Context: an optimization exercise on an open-source flow, tuned for small area, a short achievable clock period and few clock cycles. The choices shown serve that exercise and are no tape-out recipe. In this exercise RTL edits were held to simulation tests only and were not proved equivalent to the original. No activity file was given, so power comes from the tool's default toggle rates.

Design tape_core, start of the top module:
module tape_core (
    input  wire        clk,
    input  wire        rst,             
    input  wire        ld_tape,         
    input  wire        ld_exp,          
    input  wire        ld_plen,         
    input  wire        ld_elen,         
    input  wire [3:0]  ld_addr,
    input  wire [4:0]  ld_data,
    input  wire        launch,
    input  wire        launch_mode,     
    input  wire [63:0] launch_a,
    input  wire [63:0] launch_b,
    input  wire [63:0] launch_c,
    output reg  [2:0]  status,
    output reg  [1:0]  result,
    output reg  [2:0]  cause,
    output reg  [4:0]  epc,
    output reg  [5:0]  einsn,
    output reg  [15:0] ocnt,
    output reg  [4:0]  ip,
    output reg  [63:0] reg_a,
    output reg  [63:0] reg_b,
    output reg  [63:0] reg_c,
    output reg         emit_valid,
    output wire [15:0] emit_index,
    output reg  [2:0]  emit_digit
);
    localparam ST_IDLE    = 3'd0;
    localparam ST_RUNNING = 3'd1;
    localparam ST_HALTED  = 3'd2;
    localparam ST_ABORTED = 3'd3;
    localparam ST_FAULTED = 3'd4;
    localparam RES_NONE     = 2'd0;
    localparam RES_SUCCESS  = 2'd1;
    localparam RES_SHORT    = 2'd2;
    localparam RES_MISMATCH = 2'd3;
    localparam CAUSE_RSV_COMBO = 3'd1;
    localparam CAUSE_ODD_LEN   = 3'd2;
    localparam CAUSE_NEG_EXP   = 3'd3;
    reg [2:0] tape [0:15];
    reg [2:0] expd [0:15];
    reg [4:0] plen;
    reg [4:0] elen;
    reg       mode;
    reg       running;
    reg       ph_shift;       
    reg       ph_inc;         
    reg [1:0] dsel;           
    reg [6:0] rem;            
    reg       carry;          
    reg       stk_acc;        
    reg       ph_end;         
    reg       meas;           
    reg [2:0] fr;             
  ...
export LEC_CHECK = 0
export CAP_MARGIN = 20
export CORE_MARGIN = 2
export CORE_UTILIZATION = 50
export SETUP_SLACK_MARGIN = 4.75
export SLEW_MARGIN = 20
create_clock -name core_clock -period 9.0 [get_ports {clk}]
standard.sh (not shown) runs the stock make flow with config.mk's settings and CLKGATE_MAP_FILE= SYNTH_SCRIPT=/design/flow/synth_recipe.tcl, a recipe that flattens the netlist after the stock synthesis.
==> flow/flow/run.sh <==
#!/bin/bash
# The standard layout, with plain buffers (buf_1) on the ports in place of
# the delay buffers buffer_ports picks by default. Every tool's output goes
# to a log in this folder (and ORFS's own logs under orfs/logs).
set -euo pipefail
bash standard.sh "BUFFER_PORTS_ARGS=-buffer_cell sky130_fd_sc_hd__buf_1" finish > standard_flow.log 2>&1
Testbench counts at the start, summed over its fixed seeds: cycles 30,018.
==> next run, changes <==
CAP_MARGIN = 0   (was 20)
CORE_UTILIZATION = 40   (was 50)
SETUP_SLACK_MARGIN = 5   (was 4.75)
SLEW_MARGIN = 0   (was 20)
What happened:
- cell area grows by a few percent
- total power climbs by a few percent
- worst setup slack improved by 0.17 ns
- sequential power hardly moves
- via count went up by a few percent
- synthesized cell count is unchanged
- count of clock-buffer cells in the layout goes up by 4
- sequential share of layout area came out lower by 0.73 points
- register-to-register slack gains 0.17 ns
- clock skew came out higher by 0.025 ns
- maximum frequency goes up by a few percent
==> next run, changes <==
CAP_MARGIN = 20   (was 0)
GPL_TIMING_DRIVEN = 1   (was default)
SETUP_SLACK_MARGIN = 4.5   (was 5)
SLEW_MARGIN = 20   (was 0)
The changed run ran to the end with no violations.
Hold slack stays flat.
Worst setup slack is worse by 0.37 ns.
Routed wire length came out lower by about 2.6%.
Combinational power shrinks by about 8%.
Clock power rose by about 4%.
==> next run, changes <==
GPL_TIMING_DRIVEN = default   (was 1)
SETUP_SLACK_MARGIN = 5   (was 4.5)
Sequential power hardly moves.
Critical path depth came out higher by 5.
Via count came out higher by 3.1%.
Wire length came out higher by 2.6%.
Maximum frequency came out higher by 8.9%.
Worst setup slack gets better by 0.37 ns.
Clock-buffer cell count came out lower by 1.
Global-route usage came out higher by 0.54 points.
Synthesized cell count does not change.
Die area does not change.
Cell area came out higher by 4.6%.
==> next run, changes <==
SETUP_SLACK_MARGIN = 4.75   (was 5)
Non-clock buffer count is lower by 51.
Wire length drops slightly.
Global-route usage went down by 0.12 points.
Clock power decreases by a few percent.
Total power shrinks by a few percent.
First-iteration DRC count is lower by about a fifth.
Die area stays the same.
Fmax decreases by a few percent.
==> next run, changes <==
CORE_UTILIZATION = 50   (was 40)
SETUP_SLACK_MARGIN = 5   (was 4.75)
- setup slack is worse by 0.047 ns
- via count grows by 1.7%
- sequential cell count is unchanged
- fmax shrinks by 1.1%

## afterwards: timing with drivers on the ports
No port has a modelled driver above. Below, the same layouts with a new extraction and two added sets of constraints. Step 1 sets driving cells, clkbuf_16 on the clock port and buf_2 on the other inputs (assumed; they add their load-dependent delay and slew). Step 2 times the ports against the registers' clock, not the clock port: input delays grow and output delays shrink by t, the midpoint of the rising clock arrivals with the driver on. Slacks: ideal ports / drivers / drivers and shift; pairs: ideal ports / drivers.
| run | t (ns) | setup WS [ns] | worst setup path at the end | latest minus earliest clock arrival (ns) |
|---|---|---|---|---|
| the first run | 0.690 | 4.704 / 4.704 / 4.287 | input to register | 0.015 / 0.015 |
| the second run | 0.681 | 4.872 / 4.842 / 4.384 | input to register | 0.039 / 0.039 |
| the third run | 0.685 | 4.504 / 4.504 / 4.063 | input to register | 0.032 / 0.032 |
| the fourth run | 0.681 | 4.872 / 4.842 / 4.384 | input to register | 0.039 / 0.039 |
| the fifth run | 0.688 | 4.701 / 4.701 / 4.270 | input to register | 0.032 / 0.032 |
| the sixth run | 0.681 | 4.654 / 4.654 / 4.591 | input to register | 0.033 / 0.033 |
After both steps every run listed still meets setup and hold.
